This design comes from an exercise in tuning for small area on the open sky130 flow, not from production work.
Function was checked by simulation only, so behaviour that the tests miss may differ from the original.
The clock cells of run 4 come from the design's own scripts or RTL, not from TritonCTS.
The clock input has no modelled driver; a real chip could not lean on it and would need a root buffer or a full tree.
Power figures rest on the tool's default switching activity, not on a simulated workload.

[design/flow/flow/run.sh]
#!/bin/bash
# Standard ORFS layout (the standard.sh), with two changes to what the
# layout adds around the design:
#  - port buffers are the smallest buffer (buf_1) instead of the default pick;
#  - the clock tree is built from small clock buffers, without dummy loads.
# Tool output: standard_sh.log here, and ORFS's own logs under orfs/logs.
set -euo pipefail
export BUFFER_PORTS_ARGS="-buffer_cell sky130_fd_sc_hd__buf_1"
export CTS_ARGS="-sink_clustering_enable -repair_clock_nets -dont_use_dummy_load -buf_list {sky130_fd_sc_hd__clkbuf_2 sky130_fd_sc_hd__clkbuf_4 sky130_fd_sc_hd__clkbuf_8}"
bash standard.sh > standard_sh.log 2>&1
[design/flow/standard.sh]
#!/bin/bash
# synth_recipe.tcl (not shown) runs the flow's synth.tcl, then flattens the netlist and writes it again
# the make line also repeats each setting of config.mk as NAME=value (left out here)
make -C /OpenROAD-flow-scripts/flow DESIGN_CONFIG=/design/flow/config.mk WORK_HOME=/design/flow/orfs CLKGATE_MAP_FILE= SYNTH_SCRIPT=/design/flow/synth_recipe.tcl "${@:-finish}"
[design/flow/config.mk]
export PLATFORM = sky130hd
export DESIGN_NAME = debounce_ctl
export DESIGN_NICKNAME = debounce_ctl
export VERILOG_FILES = /design/flow/design.v
export SDC_FILE = /design/flow/constraint.sdc
export NUM_CORES = 4
export LEC_CHECK = 0
export CAP_MARGIN = 0
export CORE_MARGIN = 2
export CORE_UTILIZATION = 40
export SLEW_MARGIN = 0
[design/flow/constraint.sdc]
create_clock -name core_clock -period 10.0 [get_ports {clk}]
set_input_delay 2.0000 -clock core_clock [delete_from_list [all_inputs] [get_ports {clk}]]
set_output_delay 2.0000 -clock core_clock [all_outputs]
set_load 0.01 [all_outputs]
[design/flow/design.v]
module debounce_ctl (
    input  wire        clk,
    input  wire        rst,
    input  wire        in_valid,
    output wire        in_ready,
    input  wire [7:0]  op,
    input  wire [31:0] period,
    input  wire [9:0]  sample,
    input  wire [31:0] num,
    input  wire [31:0] den,
    input  wire        pin_init,
    output reg         resp_valid,
    output reg         resp_ok,
    output reg         ev_reset,
    output reg         ev_reset_warm,
    output reg         ev_persist,
    output wire [7:0]  persist_val,
    output reg         ev_pulse,
    output reg         ev_diag_liveness,
    output reg         ev_diag_count,
    output wire [8:0]  diag_n,
    output reg         ev_diag_lockdown,
    output reg         ev_act,
    output reg         ev_ind,
    output reg         ev_rearm,
    output reg         act,
    output reg         ind,
    output reg         locked,
    output reg         pwm_valid,
    output wire [31:0] pwm_on,
    output wire [31:0] pwm_off
);
    localparam [1:0] FG_IDLE = 2'd0, FG_READY = 2'd1, FG_ON = 2'd2, FG_OFF = 2'd3;
    localparam [4:0] F_NONE = 5'd0,
                     F_E0 = 5'd1, F_E1 = 5'd2, F_E2 = 5'd3,
                     F_D0 = 5'd4, F_D1 = 5'd5, F_D2 = 5'd6,
                     F_L0 = 5'd7,
                     F_W0 = 5'd8,  F_W1 = 5'd9,  F_W2 = 5'd10, F_W3 = 5'd11, F_W4 = 5'd12,
                     F_W5 = 5'd13, F_W6 = 5'd14, F_W7 = 5'd15, F_W8 = 5'd16,
                     F_UNB = 5'd31;     
    localparam [6:0] ROT_DIV0 = 7'd64, ROT_RND = 7'd98, ROT_OFF = 7'd99;
    reg        pin_level;
    reg        edge_en, edge_pend;
    reg        deb_armed, deb_pend;
    reg [1:0]  deb_count;
    reg [2:0]  tc;              
    reg        wdt_pend;
    reg        liv_armed, liv_pend;
    reg        liv_count;
    reg        pwm_enabled;
    reg [1:0]  fg;
    reg [4:0]  fs;
    reg        store_valid;
    reg [2:0]  store_val;       
    reg [31:0] P_r, L_r, R_r;
    reg [7:0]  ph;              
    reg        busy, arm;
    reg [6:0]  rot;
    reg        cy, l_sb, r_sb, pc, pb, rs, dz;
    assign persist_val = {5'd0, store_val};
    assign diag_n      = {6'd0, tc};
    assign pwm_on      = L_r;
    assign pwm_off     = R_r;
    wire [3:0] Lh = L_r[3:0];
    wire [3:0] Rh = R_r[3:0];
    wire [3:0] Ph = P_r[3:0];
    wire       c0 = ph[0];
    wire       c7 = ph[7];
    function [3:0] dig;
        input [31:0] w;
        input [7:0]  s;
        integer k;
        begin
            dig = 4'd0;
            for (k = 0; k < 8; k = k + 1)
                dig = dig | (w[4*k +: 4] & {4{s[k]}});
        end
    endfunction
    wire [3:0] num_dig = dig(num, ph);
    wire [3:0] den_dig = dig(den, ph);
    wire [3:0] per_dig = dig(period, ph);
    wire [3:0] smp_dig = dig({22'd0, sample}, ph);
    wire [3:0] k1023   = {2'b00, {2{ph[0] | ph[1] | ph[2]}}} | {2{ph[0] | ph[1]}} << 2;
    wire [3:0] k1000   = dig(32'd1000, ph);
    wire       sampled = !op[0];
    wire [3:0] a_dig   = sampled ? smp_dig : num_dig;
    wire [3:0] d_dig   = sampled ? k1023 : den_dig;
    wire m_mul  = busy && !rot[6];
    wire m_half = rot[0];
    wire m_div  = busy && rot[6] && (rot < ROT_RND);
    wire m_div0 = busy && (rot == ROT_DIV0);
    wire m_rnd  = busy && (rot == ROT_RND);
    wire m_off  = busy && (rot == ROT_OFF);
    wire first  = (rot[5:1] == 5'd0);
    wire sub    = !rs;
    reg  [3:0] ax, ay;
    reg        acin;
    always @* begin
        if (m_mul) begin
            ax   = first ? 4'd0 : {Lh[2:0], (c0 && !m_half) ? 1'b0 : l_sb};
            ay   = (!m_half && pb) ? a_dig : 4'd0;
            acin = (c0 && !m_half) ? 1'b0 : cy;
        end else if (m_div) begin
            ax   = {Rh[2:0], c0 ? l_sb : r_sb};
            ay   = d_dig ^ {4{sub}};
            acin = c0 ? sub : cy;
        end else if (m_rnd) begin
            ax   = Lh;
            ay   = 4'd0;
            acin = c0 ? !rs : cy;
        end else if (m_off) begin
            ax   = Ph;
            ay   = ~Lh;
            acin = c0 ? 1'b1 : cy;
        end else begin                        
            ax   = num_dig;
            ay   = ~den_dig;
            acin = c0 ? 1'b0 : cy;
        end
    end
    wire [4:0] sum = {1'b0, ax} + {1'b0, ay} + {4'd0, acin};
    wire       gt  = sum[4];                  
    wire booted   = (fs != F_UNB);
    wire fg_free  = (fs == F_NONE) && (fg == FG_IDLE);
    wire den_nz   = (dz && !c0) || (den_dig != 4'd0);
    wire in_range = !num[31] && !gt && den_nz;
    wire split    = fg_free && pwm_enabled &&
                    (op == 8'h24 || (op == 8'h25 && in_range));
    wire arm_now  = arm || (c0 && in_valid);
    assign in_ready = c7 && (busy ? m_off : (arm_now && !split));
    wire take = in_valid && in_ready;
    wire ld_per = !busy && arm_now && in_valid && fg_free && op == 8'h20;
    wire ld_rst = !busy && arm_now && in_valid && (op == 8'h00 || op == 8'h01);
    always @(posedge clk) begin
        cy   <= sum[4];
        l_sb <= Lh[3];
        r_sb <= Rh[3];
        pc   <= Ph[3];
        if (c7) pb <= Ph[3];
        dz   <= den_nz;
        if (m_mul && !m_half)
            P_r <= {Ph[2:0], pc, P_r[31:4]};
        else if (ld_per)
            P_r <= {per_dig, P_r[31:4]};
        else if (ld_rst)
            P_r <= {k1000, P_r[31:4]};
        else
            P_r <= {Ph, P_r[31:4]};
        if (m_mul)
            L_r <= {Rh, L_r[31:4]};
        else if (m_div)
            L_r <= {Lh[2:0], c0 ? (!m_div0 && !rs) : l_sb, L_r[31:4]};
        else if (m_rnd)
            L_r <= {sum[3:0], L_r[31:4]};
        else
            L_r <= {Lh, L_r[31:4]};
        if (m_mul || (m_div && !m_div0) || m_off)
            R_r <= {sum[3:0], R_r[31:4]};
        else
            R_r <= {Rh, R_r[31:4]};
        if (m_div && !m_div0) begin
            if (c7) rs <= Rh[3] ^ sub ^ sum[4];
        end else if (m_mul) begin
            rs <= 1'b0;
        end
        if (rst) begin
            ph   <= 8'd1;
            busy <= 1'b0;
            arm  <= 1'b0;
        end else begin
            ph  <= {ph[6:0], ph[7]};
            arm <= arm_now && !c7;
            if (busy) begin
                if (c7) begin
                    rot <= rot + 7'd1;
                    if (m_off) busy <= 1'b0;
                end
            end else if (c7 && arm_now && in_valid && split) begin
                busy <= 1'b1;
                rot  <= 7'd0;
            end
        end
    end
    wire nf   = (fs == F_NONE);
    wire b    = booted;
    wire rm   = (op[7:1] == 7'd0);                        
    wire o2x  = (op[7:4] == 4'h2);
    wire o3x  = (op[7:4] == 4'h3);
    wire a_edge  = ({op[7:4], op[2:0]} == 7'h08);         
    wire a_dtick = (op == 8'h11);
    wire a_ltick = (op == 8'h12);
    wire a_wtick = (op == 8'h13);
    wire a_wipe  = (op == 8'h14);
    wire ffb     = fg_free && o2x;
    wire a_cfg   = ffb && (op[3:0] == 4'h0);
    wire a_en    = ffb && (op[3:0] == 4'h1);
    wire a_dis   = ffb && (op[3:0] == 4'h2 || (op[3:0] == 4'h3 && pwm_enabled));
    wire a_tgl   = ffb && (op[3:0] == 4'h3);
    wire a_run   = ffb && (op[3:1] == 3'd2);
    wire nfb     = nf && o2x;
    wire a_act   = nfb && (op[3:0] == 4'h6) && (fg == FG_READY);
    wire a_onel  = nfb && (op[3:0] == 4'h7) && (fg == FG_ON);
    wire a_offel = nfb && (op[3:0] == 4'h8) && (fg == FG_OFF);
    wire svb     = nf && o3x;
    wire a_svcE  = svb && (op[3:0] == 4'h0) && edge_pend && edge_en;
    wire a_svcD  = svb && (op[3:0] == 4'h1) && deb_pend && deb_armed;
    wire a_svcL  = svb && (op[3:0] == 4'h2) && liv_pend && liv_armed;
    wire a_svcW  = svb && (op[3:0] == 4'h3) && wdt_pend;
    wire st      = !nf && booted && (op == 8'h3F);
    wire sE0 = st && fs == F_E0, sE1 = st && fs == F_E1, sE2 = st && fs == F_E2;
    wire sD0 = st && fs == F_D0, sD1 = st && fs == F_D1, sD2 = st && fs == F_D2;
    wire sL0 = st && fs == F_L0;
    wire sW0 = st && fs == F_W0, sW1 = st && fs == F_W1, sW2 = st && fs == F_W2;
    wire sW3 = st && fs == F_W3, sW4 = st && fs == F_W4, sW5 = st && fs == F_W5;
    wire sW6 = st && fs == F_W6, sW7 = st && fs == F_W7, sW8 = st && fs == F_W8;
    wire tc5   = (tc == 3'd5);
    wire deb2  = (deb_count == 2'd2);
    wire store_w = sW2 && !tc5;
    wire cold  = rm && !op[0];
    wire m_ok = rm || (b && (a_edge || a_dtick || a_ltick || a_wtick || a_wipe)) ||
                (ffb && op[3:0] <= 4'h5) || a_act || a_onel || a_offel ||
                a_svcE || a_svcD || a_svcL || a_svcW || st;
    wire m_reset         = rm;
    wire m_persist       = cold || store_w;
    wire m_pulse         = sE2 && pin_level;
    wire m_diag_count    = sW1;
    wire m_diag_lockdown = sW3;
    wire m_act           = a_dis || a_act || a_onel || sW6;
    wire m_ind           = sL0 && liv_count;
    wire m_rearm         = sW8;
    wire       n_pin_level   = rm ? pin_init : (pin_level ^ a_edge);
    wire       n_edge_en     = rm || (edge_en && !(sE0 || sW4)) || sD1;
    wire       n_edge_pend   = !rm && ((edge_pend && !a_svcE) || (a_edge && (edge_en || op[3])));
    wire       n_deb_pend    = !rm && ((deb_pend && !a_svcD) || a_dtick);
    wire       n_liv_pend    = !rm && ((liv_pend && !a_svcL) || a_ltick);
    wire       n_wdt_pend    = !rm && ((wdt_pend && !a_svcW) || a_wtick);
    wire       n_deb_armed   = !rm && ((deb_armed && !(sD2 || sW5)) || sE1);
    wire [1:0] n_deb_count   = (rm || sE1 || sW5 || (sD0 && deb2)) ? 2'd0 :
                               sD0 ? deb_count + 2'd1 : deb_count;
    wire [2:0] n_tc          = rm ? ((op[0] && store_valid) ? store_val : 3'd0) :
                               (sW0 && !locked) ? tc + 3'd1 : tc;
    wire       n_locked      = !rm && (locked || (sW2 && tc5));
    wire       n_liv_armed   = !rm && (liv_armed || sW7);
    wire       n_liv_count   = !rm && !sW7 && (liv_count ^ sL0);
    wire       n_ind         = !rm && (ind ^ (sL0 && liv_count));
    wire       n_act         = !rm && !a_dis && !sW6 && !a_onel && (act || a_act);
    wire       n_pwm_enabled = rm || (pwm_enabled && !a_dis && !sW6) || a_en || (a_tgl && !pwm_enabled);
    wire       n_pwm_valid   = !rm && !a_cfg && (pwm_valid || (a_run && busy));
    wire [1:0] n_fg          = (rm || a_offel) ? FG_IDLE : a_act ? FG_ON : a_onel ? FG_OFF :
                               (a_run && busy) ? FG_READY : fg;
    reg  [4:0] n_fs;
    always @* begin
        if (rm)          n_fs = F_NONE;
        else if (a_svcE) n_fs = F_E0;
        else if (a_svcD) n_fs = F_D0;
        else if (a_svcL) n_fs = F_L0;
        else if (a_svcW) n_fs = F_W0;
        else if (st) begin
            case (fs)
            F_E0: n_fs = F_E1;
            F_E1: n_fs = F_E2;
            F_D0: n_fs = deb2 ? F_D1 : F_NONE;
            F_D1: n_fs = F_D2;
            F_W0: n_fs = locked ? F_W8 : F_W1;
            F_W1: n_fs = F_W2;
            F_W2: n_fs = tc5 ? F_W3 : F_W8;
            F_W3: n_fs = F_W4;
            F_W4: n_fs = F_W5;
            F_W5: n_fs = F_W6;
            F_W6: n_fs = F_W7;
            F_W7: n_fs = F_W8;
            default: n_fs = F_NONE;
            endcase
        end else         n_fs = fs;
    end
    wire       n_store_valid = cold || (store_valid && !a_wipe) || store_w;
    wire [2:0] n_store_val   = cold ? 3'd0 : store_w ? tc : store_val;
    always @(posedge clk) begin
        resp_ok          <= m_ok;
        ev_reset         <= m_reset;
        ev_reset_warm    <= op[0];
        ev_persist       <= m_persist;
        ev_pulse         <= m_pulse;
        ev_diag_liveness <= m_pulse;
        ev_diag_count    <= m_diag_count;
        ev_diag_lockdown <= m_diag_lockdown;
        ev_act           <= m_act;
        ev_ind           <= m_ind;
        ev_rearm         <= m_rearm;
        if (take) begin
            pin_level   <= n_pin_level;
            edge_en     <= n_edge_en;
            edge_pend   <= n_edge_pend;
            deb_armed   <= n_deb_armed;
            deb_pend    <= n_deb_pend;
            deb_count   <= n_deb_count;
            tc          <= n_tc;
            locked      <= n_locked;
            wdt_pend    <= n_wdt_pend;
            liv_armed   <= n_liv_armed;
            liv_pend    <= n_liv_pend;
            liv_count   <= n_liv_count;
            ind         <= n_ind;
            act         <= n_act;
            pwm_enabled <= n_pwm_enabled;
            pwm_valid   <= n_pwm_valid;
            fg          <= n_fg;
            fs          <= n_fs;
            store_valid <= n_store_valid;
            store_val   <= n_store_val;
        end
        if (rst) begin
            fs          <= F_UNB;
            store_valid <= 1'b0;
            act         <= 1'b0;
            ind         <= 1'b0;
            locked      <= 1'b0;
            pwm_valid   <= 1'b0;
            resp_valid  <= 1'b0;
        end else begin
            resp_valid  <= take;
        end
    end
endmodule
==> metrics.md, run 1 <==
| Metric | Value |
|---|---|
| Total grt overflow | `0` |
| CP max FO | `4` |
| Post-CTS setup buffers | `0` |
| Status | `finished clean` |
| Initial antenna violation count | `0` |
| Post-Place Setup Slack | `around 2.8 ns` |
| Clk pin slew, worst setup/hold paths | `approximately 0.080 ns` |
| Hold Crit Class | `reg2reg` |
| Cts bufs inserted | `17` |
| Fin. Hold Viols | `0` |
| Total wire length | `around 19000 µm` |
| Leak | `around 0.0030 µW` |
| Nets | `~1000` |
| Cts hold-fix bufs | `0` |
| HPWL after DPL | `~14000 µm` |
| Syn-to-layout area delta | `15.86%` |
| Yosys cell types | `75` |
| FFs w/ async S/R, synth | `0%` |
| Period utilisation layout | `between 70 and 80%` |
| CTS tree | `built` |
| Share of layout cells above drive strength 1 | `between 5 and 6%` |
| Starting DRC count in detailed routing | `between 300 and 400` |
| DIE AREA | `between 0.015 and 0.02 mm²` |
| Worst Setup SP | `num[0]` |
| Row count | `47` |
| Clk sinks | `161` |
| Largest net degree at the start of global routing | `23` |
| Startpoint Class | `primary input` |
| Max-Cap Viols | `0` |
| Worst-margin pin slew | `between 0.7 and 0.8 ns` |
| CTS max path bufs | `2` |
| GPL Wtd Cong | `0.8687` |
| Synth Register Bits | `161` |
| Post-synth EDFFs | `29` |
| Gate Count Post-Synth | `701` |
| DRT antenna net count | `0` |
| DP Area | `0.007719 mm²` |
| Worst skew pair latency | `0.45 ns` |
| Final setup fails | `0` |
| Reg2reg start | `busy` |
| Max_slew headroom | `between 40% and 50%` |
| Crit path kind | `in2out` |
| WP data arrival | `approximately 5.1 ns` |
| Slew Viols, Final | `0` |
| Htree depth | `4` |
| Hold path start | `P_r[25]` |
| Synth warn | `1` |
| DRT Pass-1 Iters | `5` |
| Core ar. | `around 0.017 mm²` |
| RSZ-0062 raised after global routing | `no` |
| Final WS setup | `2.875 ns` |
| Antenna cells | `0` |
| Resize count post-CTS | `0` |
| Fin util | `47.62%` |
| Chip height | `about 130 µm` |
| Worst Setup End Kind | `primary output` |
| Netlist Area Pre-Place | `about 0.0069 mm²` |
| I/O pin count | `about 220` |
| Initial Util | `between 40 and 50%` |
| Vias in the first global route | `roughly 5700` |
| Die X | `approximately 130 µm` |
| Drt wl/cell | `around 17 µm` |
| Post-route DRC | `0` |
| CTS Root Cell | `clkbuf_8` |
| Tmin final | `approximately 7.1 ns` |
| Vias per cell | `between 5 and 6` |
| Pwr Total | `around 1100 µW` |
| Design area | `~0.0080 mm²` |
| Setup Skew | `between 0.04 and 0.05 ns` |
| Seq/Total Area, Yosys | `about half` |
| GR Util All Layers | `around a fifth` |
| Sum Neg Setup Slack | `0 ns` |
| Ys flop type | `dfxtp_1` |
| Post-Syn Area per Cell | `roughly 10 µm²` |
| WP data required | `8.00 ns` |
| Via Count | `between 5000 and 6000` |
| P per Cell Area | `roughly 140 mW/mm²` |
| Peak VDD IR | `around 0.072 mV` |
| First-pass GRT wire length | `28970 µm` |
| Fmax | `140.3 MHz` |
| PortBufs | `204` |
==> critical path, stage by stage <==
cell	delay [ns]
buf_1	0.08
a22oi_1	0.18
nand4_1	0.21
mux2i_1	0.18
nand2_1	0.07
o211ai_1	0.12
o21ai_0	0.12
a32o_1	0.24
fa_1	0.44
inv_1	0.08
fa_1	0.19
nand2b_1	0.13
a21oi_2	0.09
o41ai_2	0.43
nand3_1	0.13
o21ai_0	0.17
a21oi_1	0.08
buf_1	0.18
==> per-stage QoR <==
| step | std cells | hold WS, ns |
|---|---|---|
| 3_3_place_gp | 1091 | 0.3111 |
| 4_1_cts | 1108 | 0.3241 |
| 2_1_floorplan | 711 | 0.3096 |
| 3_5_place_dp | 1091 | 0.3121 |
| 6_report | 1108 | 0.3192 |
| 5_1_grt | 1108 | 0.3176 |
==> cell usage after synthesis, types with 11 or more instances <==
master    number  area [µm²]
dfxtp_1      132        2643
nand2_1       62       232.7
nor2_1        53       198.9
a22oi_1       50       375.4
a21oi_1       38       190.2
o21ai_0       36       180.2
edfxtp_1      29       870.8
nand3_1       28       140.1
clkbuf_1      18       67.56
inv_1         17       63.81
nor2b_1       17       106.4
buf_4         14       105.1
mux2i_1       12       120.1
buf_2         11       55.05
nor3_1        11       55.05
xnor2_1       11       96.34
==> cell usage in the layout (no fill, tap or decap), drive strengths merged, types with 8 or more instances in the layout <==
cell / count
nand4: 10
nand2b: 10
nand3: 28
nor2: 53
dfxtp: 132
nor2b: 17
nor4: 12
xnor2: 11
clkbuf: 17
nand2: 63
and2: 10
conb: 11
o21ai: 41
inv: 19
mux2i: 12
ha: 10
nor3: 14
a21oi: 39
a22oi: 50
edfxtp: 29
buf: 210
a31oi: 8
==> power breakdown <==
group	switching [µW]	leakage, µW	internal, µW	total [µW]
Combinational	58.1	0.00151	41.9	100
Sequential	8.29	0.00135	668	676
Clock	194	0.000122	150	344
Total	261	0.00298	860	1120
==> kinds of logic (layout without fill, tap and decap cells) <==
kind of cell,Yosys count,count (layout),synth area share [%]
simple gates,248,248,19.52
buf+inv,69,246,4.958
flops,161,161,51.18
mux,15,15,2.242
other cells,1,11,0.05463
fa+ha+maj,12,12,2.406
xor+xnor,15,15,1.914
compound gates,180,180,17.72
==> sequential cells by signal (all words and copies together) (netlist names), 2 cells and up <==
| name | cells |
|---|---|
| fg | 2 |
| P_r | 32 |
| fs | 5 |
| tc | 3 |
| store_val | 3 |
| rot | 7 |
| deb_count | 2 |
| ph | 8 |
| L_r | 32 |
| R_r | 32 |
==> routing by layer <==
layer  global-route usage [%]  vias up  wire length, µm
li1                         -     2895                -
met1                    25.57     2785             8166
met2                    35.53      235             9177
met3                    4.429       17             1286
met4                    5.556        0              188
met5                        0        -                0
==> worst paths after layout <==
check,to,slack [ns],depth (start not counted)
hold reg to reg,P_r[21],0.32,0
setup / recovery,in_ready,2.87,18
hold / removal,P_r[21],0.32,0
setup reg to reg,fs[1],4.83,18
==> final cells by class <==
type	instances	area [µm²]
clock buffers	17	234.0
multi-input cells	481	3048
repair buffers	210	810.8
fillers	1648	8748
well taps	220	275.3
inverters	19	71.32
flip-flops and latches	161	3513
==> run 2, diff against run 1 <==
--- a/design/flow/design.v
+++ b/design/flow/design.v
@@ -51,12 +51,12 @@
     reg [1:0]  fg;
     reg [4:0]  fs;
-    reg        store_valid;
-    reg [2:0]  store_val;       
+    localparam [1:0] ST_EQ = 2'd0, ST_M1 = 2'd1, ST_INV = 2'd2;
+    reg [1:0]  st_rel;
     reg [31:0] P_r, L_r, R_r;
     reg [7:0]  ph;              
     reg        busy, arm;
     reg [6:0]  rot;
-    reg        cy, l_sb, r_sb, pc, pb, rs, dz;
-    assign persist_val = {5'd0, store_val};
+    reg        cy, l_sb, x_sb, pb, rs, dz;
+    assign persist_val = {5'd0, tc};      
     assign diag_n      = {6'd0, tc};
     assign pwm_on      = L_r;
@@ -102,5 +102,5 @@
             acin = (c0 && !m_half) ? 1'b0 : cy;
         end else if (m_div) begin
-            ax   = {Rh[2:0], c0 ? l_sb : r_sb};
+            ax   = {Rh[2:0], c0 ? l_sb : x_sb};
             ay   = d_dig ^ {4{sub}};
             acin = c0 ? sub : cy;
@@ -135,10 +135,9 @@
         cy   <= sum[4];
         l_sb <= Lh[3];
-        r_sb <= Rh[3];
-        pc   <= Ph[3];
+        x_sb <= m_div ? Rh[3] : Ph[3];      
         if (c7) pb <= Ph[3];
         dz   <= den_nz;
         if (m_mul && !m_half)
-            P_r <= {Ph[2:0], pc, P_r[31:4]};
+            P_r <= {Ph[2:0], x_sb, P_r[31:4]};
         else if (ld_per)
             P_r <= {per_dig, P_r[31:4]};
@@ -238,5 +237,5 @@
     wire [1:0] n_deb_count   = (rm || sE1 || sW5 || (sD0 && deb2)) ? 2'd0 :
                                sD0 ? deb_count + 2'd1 : deb_count;
-    wire [2:0] n_tc          = rm ? ((op[0] && store_valid) ? store_val : 3'd0) :
+    wire [2:0] n_tc          = rm ? ((op[0] && st_rel != ST_INV) ? tc - {2'd0, st_rel[0]} : 3'd0) :
                                (sW0 && !locked) ? tc + 3'd1 : tc;
     wire       n_locked      = !rm && (locked || (sW2 && tc5));
@@ -274,6 +273,7 @@
         end else         n_fs = fs;
     end
-    wire       n_store_valid = cold || (store_valid && !a_wipe) || store_w;
-    wire [2:0] n_store_val   = cold ? 3'd0 : store_w ? tc : store_val;
+    wire [1:0] n_st_rel      = (cold || store_w || (rm && st_rel != ST_INV)) ? ST_EQ :
+                               a_wipe ? ST_INV :
+                               (sW0 && !locked && st_rel == ST_EQ) ? ST_M1 : st_rel;
     always @(posedge clk) begin
         resp_ok          <= m_ok;
@@ -288,29 +288,29 @@
         ev_ind           <= m_ind;
         ev_rearm         <= m_rearm;
+        pin_level   <= (take && rm) ? pin_init : (pin_level ^ (take && a_edge));
+        edge_en     <= (edge_en && !(take && (sE0 || sW4))) || (take && (rm || sD1));
+        edge_pend   <= (edge_pend && !(take && (rm || a_svcE))) || (take && a_edge && (edge_en || op[3]));
+        deb_pend    <= (deb_pend && !(take && (rm || a_svcD))) || (take && a_dtick);
+        liv_pend    <= (liv_pend && !(take && (rm || a_svcL))) || (take && a_ltick);
+        wdt_pend    <= (wdt_pend && !(take && (rm || a_svcW))) || (take && a_wtick);
+        deb_armed   <= (deb_armed && !(take && (rm || sD2 || sW5))) || (take && sE1);
+        locked      <= (locked && !(take && rm)) || (take && sW2 && tc5);
+        liv_armed   <= (liv_armed && !(take && rm)) || (take && sW7);
+        liv_count   <= (liv_count && !(take && (rm || sW7))) ^ (take && sL0);
+        ind         <= (ind && !(take && rm)) ^ (take && sL0 && liv_count);
+        act         <= (act && !(take && (rm || a_dis || sW6 || a_onel))) || (take && a_act);
+        pwm_enabled <= (pwm_enabled && !(take && (a_dis || sW6))) ||
+                       (take && (rm || a_en || (a_tgl && !pwm_enabled)));
+        pwm_valid   <= (pwm_valid && !(take && (rm || a_cfg))) || (take && a_run && busy);
         if (take) begin
-            pin_level   <= n_pin_level;
-            edge_en     <= n_edge_en;
-            edge_pend   <= n_edge_pend;
-            deb_armed   <= n_deb_armed;
-            deb_pend    <= n_deb_pend;
             deb_count   <= n_deb_count;
             tc          <= n_tc;
-            locked      <= n_locked;
-            wdt_pend    <= n_wdt_pend;
-            liv_armed   <= n_liv_armed;
-            liv_pend    <= n_liv_pend;
-            liv_count   <= n_liv_count;
-            ind         <= n_ind;
-            act         <= n_act;
-            pwm_enabled <= n_pwm_enabled;
-            pwm_valid   <= n_pwm_valid;
             fg          <= n_fg;
             fs          <= n_fs;
-            store_valid <= n_store_valid;
-            store_val   <= n_store_val;
+            st_rel      <= n_st_rel;
         end
         if (rst) begin
             fs          <= F_UNB;
-            store_valid <= 1'b0;
+            st_rel      <= ST_INV;
             act         <= 1'b0;
             ind         <= 1'b0;
==> metrics.md, run 2 <==
| Metric | Value |
|---|---|
| CTS Root Cell | `clkbuf_8` |
| Row count | `47` |
| Cts bufs inserted | `17` |
| Placed insts | `1096` |
| Die X | `about 130 µm` |
| Antenna cells | `0` |
| FFs w/ async S/R, synth | `0%` |
| Core ar. | `0.01641 mm²` |
| Most common cell after layout, fill and taps aside | `buf_1` |
| Nets | `1026` |
| Period utilisation layout | `between 60 and 70%` |
| WP data required | `around 8.0 ns` |
| Tmin final | `between 6 and 7 ns` |
| HPWL after DPL | `14150 µm` |
| DRT Pass-1 Iters | `5` |
| Worst Setup End Kind | `primary output` |
| Slew Viols, Final | `0` |
| Worst skew pair latency | `roughly 0.46 ns` |
| Starting DRC count in detailed routing | `447` |
| Top cells by area, synth | `dfxtp_1 (43%), edfxtp_1 (7.2%), a22oi_1 (5.6%)` |
| WP data arrival | `between 4 and 5 ns` |
| Setup Skew | `0.03526 ns` |
| Post-CTS setup buffers | `0` |
| Synth Register Bits | `approximately 160` |
| GR Util All Layers | `between 20% and 30%` |
| Top-count cell post-synth | `dfxtp_1` |
| Synth area leader | `dfxtp_1` |
| Drt wl/cell | `17.04 µm` |
| Post-Place Setup Slack | `between 3 and 4 ns` |
| CP max stage cell | `fa_1` |
| Initial antenna violation count | `0` |
| Max_slew headroom | `a little under a quarter` |
| CP max FO | `4` |
| RSZ-0062 raised after global routing | `no` |
| Final cell count without fillers | `between 1000 and 1500` |
| Largest net degree at the start of global routing | `28` |
| Syn-to-layout area delta | `16.02%` |
| Pwr Total | `roughly 1100 µW` |
| Share of layout cells above drive strength 1 | `just over 4%` |
| Ys flop type | `dfxtp_1` |
| I/O pin count | `between 200 and 250` |
| Leak | `approximately 0.0029 µW` |
| Peak VDD IR | `between 0.07 and 0.08 mV` |
| Sum Neg Setup Slack | `0 ns` |
| DRT antenna net count | `0` |
| Post-Syn Area per Cell | `9.334 µm²` |
| Final WS setup | `roughly 3.1 ns` |
| Top flop regs | `L_r x32, P_r x32, R_r x32` |
| PortBufs | `roughly 200` |
| Post-route DRC | `0` |
| Fmax | `144.6 MHz` |
| Most frequent cells in the layout | `buf_1 (204), dfxtp_1 (142), nor2_1 (66)` |
| Fin. Hold Viols | `0` |
| Htree depth | `4` |
| Initial Util | `40.56%` |
| Critical-path cell list | `buf_1 > a22oi_1 > nand4_1 > mux2i_1 > nand2_1 > o211ai_1 > o21ai_0 > a32o_1 > fa_1 > inv_1 > fa_1 > nor2b_1 > o21ai_0 > nand2b_1 > nor2_1 > nand3_1 > a21o_1 > buf_1` |
| CTS tree | `built` |
| Top post-synthesis cells by count | `dfxtp_1 (142), nor2_1 (66), nand2_1 (57)` |
| Vias in the first global route | `5732` |
| Chip height | `133.0 µm` |
| Startpoint Class | `primary input` |
| GPL Wtd Cong | `around 0.88` |
| CTS max path bufs | `2` |
| Total grt overflow | `0` |
| Max-Cap Viols | `0` |
| Netlist Area Pre-Place | `0.006655 mm²` |
| Crit path kind | `in2out` |
| Synth warn | `1` |
| Gate Count Post-Synth | `around 710` |
| Cts hold-fix bufs | `0` |
| Hold Crit Class | `reg2reg` |
| Crit-path max cell delay | `between 0.4 and 0.5 ns` |
| First-pass GRT wire length | `30010 µm` |
| Seq/Total Area, Yosys | `about half` |
| Status | `finished clean` |
| Worst-margin pin slew | `around 1.1 ns` |
| DIE AREA | `roughly 0.018 mm²` |
| Clk pin slew, worst setup/hold paths | `about 0.070 ns` |
| Post-synth EDFFs | `16` |
| Yosys cell types | `65` |
| Resize count post-CTS | `0` |
| Vias per cell | `5.403` |
| Clk sinks | `about 160` |
| P per Cell Area | `approximately 140 mW/mm²` |
| Yosys top cell area share | `between 40% and 50%` |
| Total wire length | `roughly 19000 µm` |
| Via Count | `about 6000` |
| Final setup fails | `0` |
-- run 2: cell count changes after synthesis, moves of 6 or more --
cell,delta
o21ai_1,+16
dfxtp_1,+10
buf_2,-6
clkbuf_1,+15
a21oi_1,-8
o31ai_1,+6
edfxtp_1,-13
nor2_1,+13
nand4_1,+7
nor2b_1,-8
nor3_1,+10
nand3_1,-10
-- run 2: per-layer routing --
| layer | wire, µm | track usage [%] | up-vias |
|---|---|---|---|
| li1 | - | - | 2932 |
| met1 | 8628 | 28.07 | 2825 |
| met2 | 8961 | 36.33 | 235 |
| met3 | 1067 | 4.368 | 22 |
| met4 | 309 | 6.989 | 0 |
| met5 | 0 | 0 | - |
-- run 2: path summary, 6_finish.rpt --
check	start	to	slack (ns)	depth (start not counted)
hold / removal	P_r[26]	P_r[22]	0.32	0
setup / recovery	num[4]	in_ready	3.08	18
hold reg to reg	P_r[26]	P_r[22]	0.32	0
setup reg to reg	rot[3]	st_rel[1]	4.70	17
-- run 2: where the power goes --
| group | switching (µW) | internal, µW |
|---|---|---|
| Combinational | 51.8 | 37.4 |
| Sequential | 3.88 | 642 |
| Clock | 196 | 150 |
| Total | 251 | 829 |
-- run 2: worst max-delay path: cells and delay by family --
| family | cells | cell delay, ns |
|---|---|---|
| AO/OA/AOI/OAI | 6 | 1.03 |
| AND/OR/NAND/NOR | 6 | 0.75 |
| adder cells (fa/ha/maj) | 2 | 0.64 |
| buffers and inverters | 3 | 0.28 |
| multiplexers | 1 | 0.21 |
-- run 2: cell type report --
cell class / instances / area, µm²
inverter: 19 / 71.32
clock buffer: 17 / 234.0
sequential: 158 / 3323
tap: 220 / 275.3
multi-input combinational: 491 / 3022
fill: 1633 / 8686
timing repair buffer: 208 / 795.8
-- run 2: kinds of logic (layout without fill, tap and decap cells) --
group / Yosys count / in the layout / synth area share (%)
xor+xnor: 13 / 13 / 1.711
flops: 158 / 158 / 49.93
other cells: 1 / 11 / 0.05635
compound gates: 197 / 197 / 19.68
fa+ha+maj: 13 / 13 / 2.670
buf+inv: 74 / 244 / 5.226
simple gates: 239 / 239 / 17.92
mux: 18 / 18 / 2.801
-- run 2: metrics by stage --
step	hold WS (ns)	util, %	cell area [µm²]
after floorplan	0.3096	-	6693
after global placement	0.3114	45.63	7487
after detailed placement	0.3121	45.63	7487
after CTS	0.3231	47.06	7721
after global routing	0.3352	47.06	7721
final	0.3204	47.06	7721
==> run 3, diff against run 2 <==
==> design/flow/flow/run.sh (replaced) <==
#!/bin/bash
# Standard ORFS layout (the standard.sh), with three changes to what the
# layout adds around the design:
#  - port buffers are the smallest buffer (buf_1) instead of the default pick;
#  - the clock tree is built from small clock buffers, without dummy loads;
#  - the constant outputs share one tie cell (flow/onetie.tcl, run after
#    the floorplan step's repair_tie_fanout).
# Tool output: standard_sh.log here, and ORFS's own logs under orfs/logs.
set -euo pipefail
export BUFFER_PORTS_ARGS="-buffer_cell sky130_fd_sc_hd__buf_1"
export CTS_ARGS="-sink_clustering_enable -repair_clock_nets -dont_use_dummy_load -buf_list {sky130_fd_sc_hd__clkbuf_2 sky130_fd_sc_hd__clkbuf_4 sky130_fd_sc_hd__clkbuf_8}"
export POST_FLOORPLAN_TCL="$PWD/flow/onetie.tcl"
bash standard.sh > standard_sh.log 2>&1
==> design/flow/flow/onetie.tcl (new file) <==
# Constant outputs: after repair_tie_fanout has given each constant load its
# own tie cell, drive all loads of each constant (low, high) from one tie cell.
proc my_merge_ties {} {
  set block [ord::get_db_block]
  foreach pin {LO HI} {
    set keep_net ""
    foreach inst [$block getInsts] {
      if {[[$inst getMaster] getName] ne "sky130_fd_sc_hd__conb_1"} { continue }
      set net [[$inst findITerm $pin] getNet]
      if {$net eq "NULL"} { continue }
      set other [[$inst findITerm [expr {$pin eq "LO" ? "HI" : "LO"}]] getNet]
      if {$other ne "NULL"} { continue }
      if {$keep_net eq ""} { set keep_net $net; continue }
      foreach it [$net getITerms] {
        if {[$it getInst] eq $inst} { continue }
        $it disconnect
        $it connect $keep_net
      }
      foreach bt [$net getBTerms] {
        $bt disconnect
        $bt connect $keep_net
      }
      [$inst findITerm $pin] disconnect
      odb::dbInst_destroy $inst
      odb::dbNet_destroy $net
    }
  }
  set n 0
  foreach inst [$block getInsts] { if {[[$inst getMaster] getName] eq "sky130_fd_sc_hd__conb_1"} { incr n } }
  puts "tie cells after merging: $n"
}
my_merge_ties
==> metrics.md, run 3 <==
| Metric | Value |
|---|---|
| PortBufs | `about 200` |
| Number of fill cells in the layout | `between 1500 and 2000` |
| Period utilisation layout | `between 60% and 70%` |
| Total grt overflow | `0` |
| Most frequent cells in the layout | `buf_1 (204), dfxtp_1 (142), nor2_1 (66)` |
| Peak VDD IR | `between 0.08 and 0.09 mV` |
| Yosys cell types | `65` |
| Startpoint Class | `primary input` |
| Leak | `approximately 0.0029 µW` |
| P per Cell Area | `139.9 mW/mm²` |
| Cts bufs inserted | `17` |
| RSZ-0062 raised after global routing | `no` |
| Ys flop type | `dfxtp_1` |
| Post-CTS setup buffers | `0` |
| Post-Place Setup Slack | `a little over 3 ns` |
| WP data arrival | `4.90 ns` |
| Synth area leader | `dfxtp_1` |
| Die X | `133.0 µm` |
| Htree depth | `4` |
| Core ar. | `between 0.015 and 0.02 mm²` |
| Largest net degree at the start of global routing | `28` |
| Max_slew headroom | `between 20% and 30%` |
| Gate Count Post-Synth | `approximately 700` |
| Initial antenna violation count | `0` |
| Drt wl/cell | `approximately 17 µm` |
| Clk sinks | `158` |
| Share of layout cells above drive strength 1 | `around 4.3%` |
| Total wire length | `18620 µm` |
| Post-Syn Area per Cell | `approximately 9.3 µm²` |
| Vias in the first global route | `5745` |
| Hold Slack | `between 0.3 and 0.4 ns` |
| Most common cell after layout, fill and taps aside | `buf_1` |
| Setup crit end | `in_ready` |
| Top-count cell post-synth | `dfxtp_1` |
| Worst R2R End | `st_rel[1]` |
| Worst skew pair latency | `0.46 ns` |
| Status | `finished clean` |
| Max-Cap Viols | `0` |
| Final setup fails | `0` |
| CTS Root Cell | `clkbuf_8` |
| Slew Viols, Final | `0` |
| Initial Util | `40.56%` |
| Worst Setup End Kind | `primary output` |
| Top flop regs | `L_r x32, P_r x32, R_r x32` |
| Reg2reg start | `rot[3]` |
| Cts hold-fix bufs | `0` |
| DIE AREA | `~0.018 mm²` |
| Final cell count without fillers | `between 1000 and 1500` |
| Post-synth EDFFs | `16` |
| DRT Pass-1 Iters | `5` |
| I/O pin count | `approximately 220` |
| Final WS setup | `about 3.1 ns` |
| CP max FO | `4` |
| Flop2flop setup slack | `just under 5 ns` |
| Post-route DRC | `0` |
| GR Util All Layers | `about a fifth` |
| Top cells by area, synth | `dfxtp_1 (43%), edfxtp_1 (7.2%), a22oi_1 (5.6%)` |
| Hold path cells | `0` |
| Worst Setup SP | `num[0]` |
| Clk pin slew, worst setup/hold paths | `about 0.08 ns` |
| Seq/Total Area, Yosys | `49.93%` |
| Vias per cell | `5.440` |
| Fmax | `approximately 140 MHz` |
| WP data required | `~8 ns` |
| Crit path kind | `in2out` |
| Fin. Hold Viols | `0` |
| DRT antenna net count | `0` |
| Hold Crit Class | `reg2reg` |
| Netlist Area Pre-Place | `around 0.0067 mm²` |
| Synth Register Bits | `between 150 and 200` |
| Top post-synthesis cells by count | `dfxtp_1 (142), nor2_1 (66), nand2_1 (57)` |
| CTS tree | `built` |
| Yosys top cell area share | `between 40% and 50%` |
| Nets | `1018` |
| Placed insts | `between 1000 and 1500` |
| GPL Wtd Cong | `about 0.9` |
| FFs w/ async S/R, synth | `0%` |
| R2R cell count | `17` |
| Worst-margin pin slew | `between 1 and 1.5 ns` |
| Row count | `47` |
| Sum Neg Setup Slack | `0 ns` |
| First-pass GRT wire length | `29480 µm` |
| Starting DRC count in detailed routing | `454` |
| Tmin final | `6.902 ns` |
| Setup Skew | `0.04348 ns` |
| Syn-to-layout area delta | `15.72%` |
| CTS max path bufs | `2` |
| Resize count post-CTS | `0` |
| HPWL after DPL | `about 14000 µm` |
| Via Count | `roughly 6000` |
| Synth warn | `1` |
| Chip height | `133.0 µm` |
## run 3: cell counts after synthesis
Identical to the previous run, type by type.
## run 3: cell type report
cell class	instances	area, µm²	share of cell area [%]
inverters	19	71.32	0.9261
repair buffers	210	810.8	10.53
well taps	220	275.3	3.574
diodes	1	2.502	0.03249
multi-input cells	481	2984	38.75
flip-flops and latches	158	3323	43.15
clock buffers	17	234.0	3.038
## run 3: cell families (layout without fill, tap and decap cells)
kind of cell | after synthesis | count (layout) | share of synthesized area (%)
compound gates | 197 | 197 | 19.68
xor+xnor | 13 | 13 | 1.711
fa+ha+maj | 13 | 13 | 2.670
buf+inv | 74 | 246 | 5.226
flops | 158 | 158 | 49.93
mux | 18 | 18 | 2.801
other cells | 1 | 2 | 0.05635
simple gates | 239 | 239 | 17.92
## run 3: worst min path at each step
stage | start | end
after floorplan | P_r[4] | P_r[0]
after detailed placement | P_r[9] | P_r[5]
after global routing | P_r[20] | P_r[16]
after CTS | P_r[20] | P_r[16]
final | P_r[20] | P_r[16]
after global placement | P_r[25] | P_r[21]
## run 3: layer usage
| layer | share of wire (%) | global-route usage, % | vias to the layer above |
|---|---|---|---|
| li1 | - | - | 2925 |
| met2 | 48 | 35.55 | 253 |
| met5 | 0 | 0 | - |
| met4 | 1.3 | 6.213 | 0 |
| met1 | 44 | 26.70 | 2819 |
| met3 | 6.7 | 5.364 | 20 |
## run 3: report_power, final
group          switching (µW)  internal [µW]  total [µW]
combinational            51.3           37.5        88.8
clock                     194            150         344
sequential               3.17            642         645
total                     249            829        1080
## run 3: critical path, stage by stage
cell	delay, ns
buf_1	0.08
a22oi_1	0.29
nand4_1	0.16
mux2i_1	0.18
nand2_1	0.08
o211ai_1	0.12
o21ai_0	0.12
a32o_1	0.23
fa_1	0.44
inv_1	0.08
fa_1	0.20
nor2b_1	0.05
o21ai_0	0.14
nand2b_1	0.16
nor2_1	0.16
nand3_1	0.09
a21o_1	0.18
buf_1	0.15
## run 3: through the flow
| step | power (µW) | utilization [%] | instance area [µm²] |
|---|---|---|---|
| 2_1_floorplan | 713.5 | - | 6693 |
| 3_3_place_gp | 747.1 | 45.50 | 7465 |
| 3_5_place_dp | 746.9 | 45.50 | 7465 |
| 4_1_cts | 1089 | 46.92 | 7699 |
| 5_1_grt | 1127 | 46.92 | 7699 |
| 6_report | 1077 | 46.94 | 7701 |
==> run 4, diff against run 3 <==
==> design/flow/flow/run.sh (replaced) <==
#!/bin/bash
# Standard ORFS layout (the standard.sh), with three changes to what the
# layout adds around the design:
#  - port buffers are the smallest buffer (buf_1) instead of the default pick;
#  - the clock tree is one clkbuf_8 root driving one clkbuf_8 per cluster of
#    about a dozen flip-flops (k-means on their placement; flow/clocktree.tcl,
#    run as the CTS step's PRE hook) instead of TritonCTS's 17-buffer H-tree;
#    the CTS step's legalisation and timing repair run unchanged;
#  - the constant outputs share one tie cell (flow/onetie.tcl, run after
#    the floorplan step's repair_tie_fanout).
# Tool output: standard_sh.log here, and ORFS's own logs under orfs/logs.
set -euo pipefail
export BUFFER_PORTS_ARGS="-buffer_cell sky130_fd_sc_hd__buf_1"
export PRE_CTS_TCL="$PWD/flow/clocktree.tcl"
export FLOW_CLK_PORT=clk
export CLK_CLUSTERS=12
export CLK_LEAF_BUF=sky130_fd_sc_hd__clkbuf_8
export CLK_ROOT_BUF=sky130_fd_sc_hd__clkbuf_8
export POST_FLOORPLAN_TCL="$PWD/flow/onetie.tcl"
bash standard.sh > standard_sh.log 2>&1
==> design/flow/flow/clocktree.tcl (new file) <==
# Clock tree for a small design: the clock port drives one root buffer, which
# drives one leaf buffer per cluster of flip-flops (k-means on their
# placement). Replaces TritonCTS's H-tree, which for ~150 sinks builds 17
# buffers; the rest of the CTS step (placement legalisation, timing repair)
# runs unchanged.
proc my_manual_clock_tree {} {
  set nclus [expr {[info exists ::env(CLK_CLUSTERS)] ? $::env(CLK_CLUSTERS) : 5}]
  set leafm [expr {[info exists ::env(CLK_LEAF_BUF)] ? $::env(CLK_LEAF_BUF) : "sky130_fd_sc_hd__clkbuf_4"}]
  set rootm [expr {[info exists ::env(CLK_ROOT_BUF)] ? $::env(CLK_ROOT_BUF) : "sky130_fd_sc_hd__clkbuf_8"}]
  set db [ord::get_db]
  set block [ord::get_db_block]
  set clknet [[$block findBTerm $::env(FLOW_CLK_PORT)] getNet]
  set sinks {}
  foreach it [$clknet getITerms] {
    set inst [$it getInst]
    lassign [$inst getLocation] x y
    set m [$inst getMaster]
    lappend sinks [list $it [expr {$x + [$m getWidth] / 2}] [expr {$y + [$m getHeight] / 2}]]
  }
  set n [llength $sinks]
  puts "manual clock tree: $n sinks, $nclus clusters"
  # k-means, seeded with sinks spread along the sorted x order
  set sorted [lsort -integer -index 1 $sinks]
  set cents {}
  for {set k 0} {$k < $nclus} {incr k} {
    set s [lindex $sorted [expr {int(($k + 0.5) * $n / $nclus)}]]
    lappend cents [list [lindex $s 1] [lindex $s 2]]
  }
  for {set iter 0} {$iter < 50} {incr iter} {
    set assign {}
    set sx [lrepeat $nclus 0.0]; set sy [lrepeat $nclus 0.0]; set sc [lrepeat $nclus 0]
    foreach s $sinks {
      set best 0; set bd 1e30
      for {set k 0} {$k < $nclus} {incr k} {
        lassign [lindex $cents $k] cx cy
        set d [expr {abs([lindex $s 1] - $cx) + abs([lindex $s 2] - $cy)}]
        if {$d < $bd} { set bd $d; set best $k }
      }
      lappend assign $best
      lset sx $best [expr {[lindex $sx $best] + [lindex $s 1]}]
      lset sy $best [expr {[lindex $sy $best] + [lindex $s 2]}]
      lset sc $best [expr {[lindex $sc $best] + 1}]
    }
    set newc {}
    for {set k 0} {$k < $nclus} {incr k} {
      if {[lindex $sc $k] > 0} {
        lappend newc [list [expr {[lindex $sx $k] / [lindex $sc $k]}] [expr {[lindex $sy $k] / [lindex $sc $k]}]]
      } else {
        lappend newc [lindex $cents $k]
      }
    }
    set cents $newc
  }
  set rootmaster [$db findMaster $rootm]
  set leafmaster [$db findMaster $leafm]
  set rinst [odb::dbInst_create $block $rootmaster "clkroot_buf"]
  set rnet [odb::dbNet_create $block "clkroot_net"]
  $rnet setSigType CLOCK
  [$rinst findITerm A] connect $clknet
  [$rinst findITerm X] connect $rnet
  set ax 0.0; set ay 0.0
  foreach c $cents { set ax [expr {$ax + [lindex $c 0]}]; set ay [expr {$ay + [lindex $c 1]}] }
  $rinst setLocation [expr {int($ax / $nclus)}] [expr {int($ay / $nclus)}]
  $rinst setPlacementStatus PLACED
  for {set k 0} {$k < $nclus} {incr k} {
    set linst [odb::dbInst_create $block $leafmaster "clkleaf_buf_$k"]
    set lnet [odb::dbNet_create $block "clkleaf_net_$k"]
    $lnet setSigType CLOCK
    [$linst findITerm A] connect $rnet
    [$linst findITerm X] connect $lnet
    lassign [lindex $cents $k] cx cy
    $linst setLocation [expr {int($cx)}] [expr {int($cy)}]
    $linst setPlacementStatus PLACED
    set cnt 0
    foreach s $sinks a $assign {
      if {$a == $k} {
        set it [lindex $s 0]
        $it disconnect
        $it connect $lnet
        incr cnt
      }
    }
    puts "  cluster $k: $cnt sinks at ([expr {int($cx)}], [expr {int($cy)}])"
  }
  set_propagated_clock [all_clocks]
}
my_manual_clock_tree
rename clock_tree_synthesis my_unused_clock_tree_synthesis
proc clock_tree_synthesis {args} { puts "clock tree built by the PRE_CTS hook" }
--- a/design/flow/config.mk
+++ b/design/flow/config.mk
@@ -8,4 +8,4 @@
 export CAP_MARGIN = 0
 export CORE_MARGIN = 2
-export CORE_UTILIZATION = 40
+export CORE_UTILIZATION = 65
 export SLEW_MARGIN = 0
==> metrics.md, run 4 <==
| Metric | Value |
|---|---|
| Status | `finished clean` |
| Switching Power | `239.0 µW` |
| Hold path start | `P_r[29]` |
| Worst skew pair latency | `roughly 0.45 ns` |
| Syn-to-layout area delta | `12.77%` |
| Flop2flop setup slack | `around 4.6 ns` |
| Setup Skew | `a little under 0.05 ns` |
| Resize count post-CTS | `0` |
| Fin. Hold Viols | `0` |
| Nets | `1010` |
| Synth warn | `1` |
| Peak VDD IR | `roughly 0.14 mV` |
| Drt wl/cell | `around 19 µm` |
| Most common cell after layout, fill and taps aside | `buf_1` |
| Fmax | `approximately 140 MHz` |
| Netlist Area Pre-Place | `0.006655 mm²` |
| Crit path buffers/inverters | `3` |
| Core ar. | `approximately 0.0099 mm²` |
| First-pass GRT wire length | `30320 µm` |
| P per Cell Area | `roughly 140 mW/mm²` |
| Total grt overflow | `0` |
| Max_slew headroom | `23.75%` |
| Sw Ratio | `a little under a quarter` |
| Most frequent cells in the layout | `buf_1 (204), dfxtp_1 (142), nor2_1 (66)` |
| Int Power | `around 800 µW` |
| WP data arrival | `between 5 and 6 ns` |
| Share of layout cells above drive strength 1 | `3.421%` |
| Yosys top cell area share | `~43%` |
| Clk pin slew, worst setup/hold paths | `roughly 0.11 ns` |
| Post-Syn Area per Cell | `around 9.3 µm²` |
| Via Count | `between 6000 and 7000` |
| Max-Cap Viols | `0` |
| Ys flop type | `dfxtp_1` |
| Leak | `0.002847 µW` |
| Top cells by area, synth | `dfxtp_1 (43%), edfxtp_1 (7.2%), a22oi_1 (5.6%)` |
| Chip height | `between 100 and 150 µm` |
| Die X | `105.2 µm` |
| Largest net degree at the start of global routing | `28` |
| GR Util All Layers | `between 30% and 40%` |
| Worst R2R End | `st_rel[1]` |
| Post-route DRC | `0` |
| Crit-path max cell delay | `between 0.7 and 0.8 ns` |
| Tmin final | `around 7.1 ns` |
| Synth area leader | `dfxtp_1` |
| FFs w/ async S/R, synth | `0%` |
| Reg2reg start | `rot[3]` |
| DRT Pass-1 Iters | `7` |
| Worst Setup End Kind | `primary output` |
| RSZ-0062 raised after global routing | `no` |
| Crit path kind | `in2out` |
| Vias per cell | `roughly 6.2` |
| R2R cell count | `17` |
| Critical-path cell list | `buf_1 > nor4_1 > a21oi_1 > xor2_1 > o21ai_0 > fa_1 > inv_1 > fa_1 > nor2b_1 > o21ai_0 > nand2b_1 > nor2_1 > nand3_1 > a21o_1 > buf_1` |
| CP max stage cell | `buf_1` |
| Hold Crit Class | `reg2reg` |
| PortBufs | `~200` |
| Crit-path leading delay family | `buffers and inverters` |
| Post-CTS setup buffers | `0` |
| CP max FO | `22` |
| Top-count cell post-synth | `dfxtp_1` |
| Seq/Total Area, Yosys | `49.93%` |
| Number of cells on the critical path | `15` |
| Top post-synthesis cells by count | `dfxtp_1 (142), nor2_1 (66), nand2_1 (57)` |
| Gate Count Post-Synth | `around 710` |
| Logic gate share of total power | `~8.4%` |
| Hold EP | `P_r[25]` |
| Row count | `36` |
| Slew Viols, Final | `0` |
| Post-synth EDFFs | `16` |
| I/O pin count | `~220` |
| GPL Wtd Cong | `0.9451` |
| Worst-margin pin slew | `1.144 ns` |
| Startpoint Class | `primary input` |
| Antenna cells | `0` |
| Top flop regs | `L_r x32, P_r x32, R_r x32` |
| Yosys cell types | `65` |
| Initial antenna violation count | `0` |
| Period utilisation layout | `between 70% and 80%` |
| Total wire length | `19020 µm` |
| Hold path cells | `0` |
| Starting DRC count in detailed routing | `about 480` |
| Hold Slack | `about 0.3 ns` |
| DRT antenna net count | `0` |
| Final setup fails | `0` |
| Synth Register Bits | `about 160` |
| Sum Neg Setup Slack | `0 ns` |
| Vias in the first global route | `just over 6000` |
| HPWL after DPL | `approximately 14000 µm` |
| WP data required | `8.00 ns` |
| Clock share of power | `29.0%` |
| DIE AREA | `between 0.01 and 0.015 mm²` |
| Seq pwr share | `between 60 and 70%` |
| Initial Util | `between 60% and 70%` |
| Cts hold-fix bufs | `0` |
==> run 4: cell count changes in the layout (fill, tap and decap cells not counted) <==
cell and change:
buf_4 -4, diode_2 -1, clkbuf_8 -4
==> run 4: kinds of logic after synthesis <==
group	after synthesis	synth area share (%)
simple gates	239	17.92
compound gates	197	19.68
flops	158	49.93
buf+inv	74	5.226
mux	18	2.801
fa+ha+maj	13	2.670
xor+xnor	13	1.711
other cells	1	0.05635
==> run 4: how the worst max path moves through the flow <==
stage	from	end	slack (ns)
after global routing	op[0]	in_ready	2.63
after floorplan	op[0]	in_ready	3.66
final	op[0]	in_ready	2.86
after detailed placement	op[0]	in_ready	2.96
after global placement	op[0]	in_ready	3.04
after CTS	op[0]	in_ready	2.95
==> run 4: power groups by stage <==
stage                     clock [µW]  combinational [µW]  sequential [µW]
after floorplan                    0                56.5              657
after global placement             0                82.0              660
after detailed placement           0                84.8              661
after CTS                        304                85.3              646
after global routing             325                96.6              647
final                            300                87.0              646
==> run 4: per-layer routing <==
metal / track usage, % / part of all wire [%] / vias to the layer above
li1: - / - / 2911
met1: 42.15 / 38 / 2900
met2: 58.99 / 50 / 396
met3: 3.369 / 8.6 / 52
met4: 12.19 / 3.3 / 0
met5: 0 / 0 / -
==> run 4: cell type report <==
| class | instances | area [µm²] |
|---|---|---|
| Fill cell | 719 | 2360 |
| Multi-Input combinational cell | 481 | 2984 |
| Tap cell | 133 | 166.4 |
| Sequential cell | 158 | 3323 |
| Buffer | 13 | 178.9 |
| Inverter | 19 | 71.32 |
| Timing Repair Buffer | 206 | 780.7 |
==> run 4: through the flow <==
| stage | std cells | instance area [µm²] | worst slack (ns) | utilization, % | total power [µW] |
|---|---|---|---|---|---|
| finish | 1010 | 7505 | 2.856 | 76.08 | 1033 |
| global route | 1010 | 7505 | 2.633 | 76.08 | 1068 |
| CTS | 1010 | 7505 | 2.946 | 76.08 | 1036 |
| detailed placement | 997 | 7326 | 2.963 | 74.26 | 745.4 |
| global placement | 997 | 7326 | 3.041 | 74.26 | 742.2 |
| floorplan | 723 | 6693 | 3.656 | - | 713.5 |

-- afterwards: timing with drivers on the ports --
In the flow no input, the clock included, has a driving cell. The finished layouts below were timed again as built, in two steps.
Step 1 (the two cells are an assumption about what drives the block):
set clk [get_ports {clk}]
set_driving_cell -lib_cell sky130_fd_sc_hd__clkbuf_16 $clk
set_driving_cell -lib_cell sky130_fd_sc_hd__buf_2 [delete_from_list [all_inputs] $clk]
Step 2 moves the port delays by t, midway between the first and last clock arrival at a register: inputs arrive t later, outputs are due t later. That takes back most of the time a late clock gives input paths.
a / b / c = ideal ports / drivers / drivers and shift; a / b = the first two.
run	t (ns)	setup WS [ns]	worst setup path after step 2	clock arrival spread, ns
run 1	0.470	2.875 / 2.851 / 2.851	input to output	0.045 / 0.045
run 2	0.484	3.085 / 3.065 / 3.065	input to output	0.036 / 0.036
run 3	0.472	3.098 / 3.078 / 3.078	input to output	0.044 / 0.044
run 4	0.466	2.856 / 2.825 / 2.825	input to output	0.050 / 0.050
After both steps every run listed still meets setup and hold. The setup slack of run 4, which loses most, moves by -0.031 ns with the drivers and by -0.031 ns with both steps.
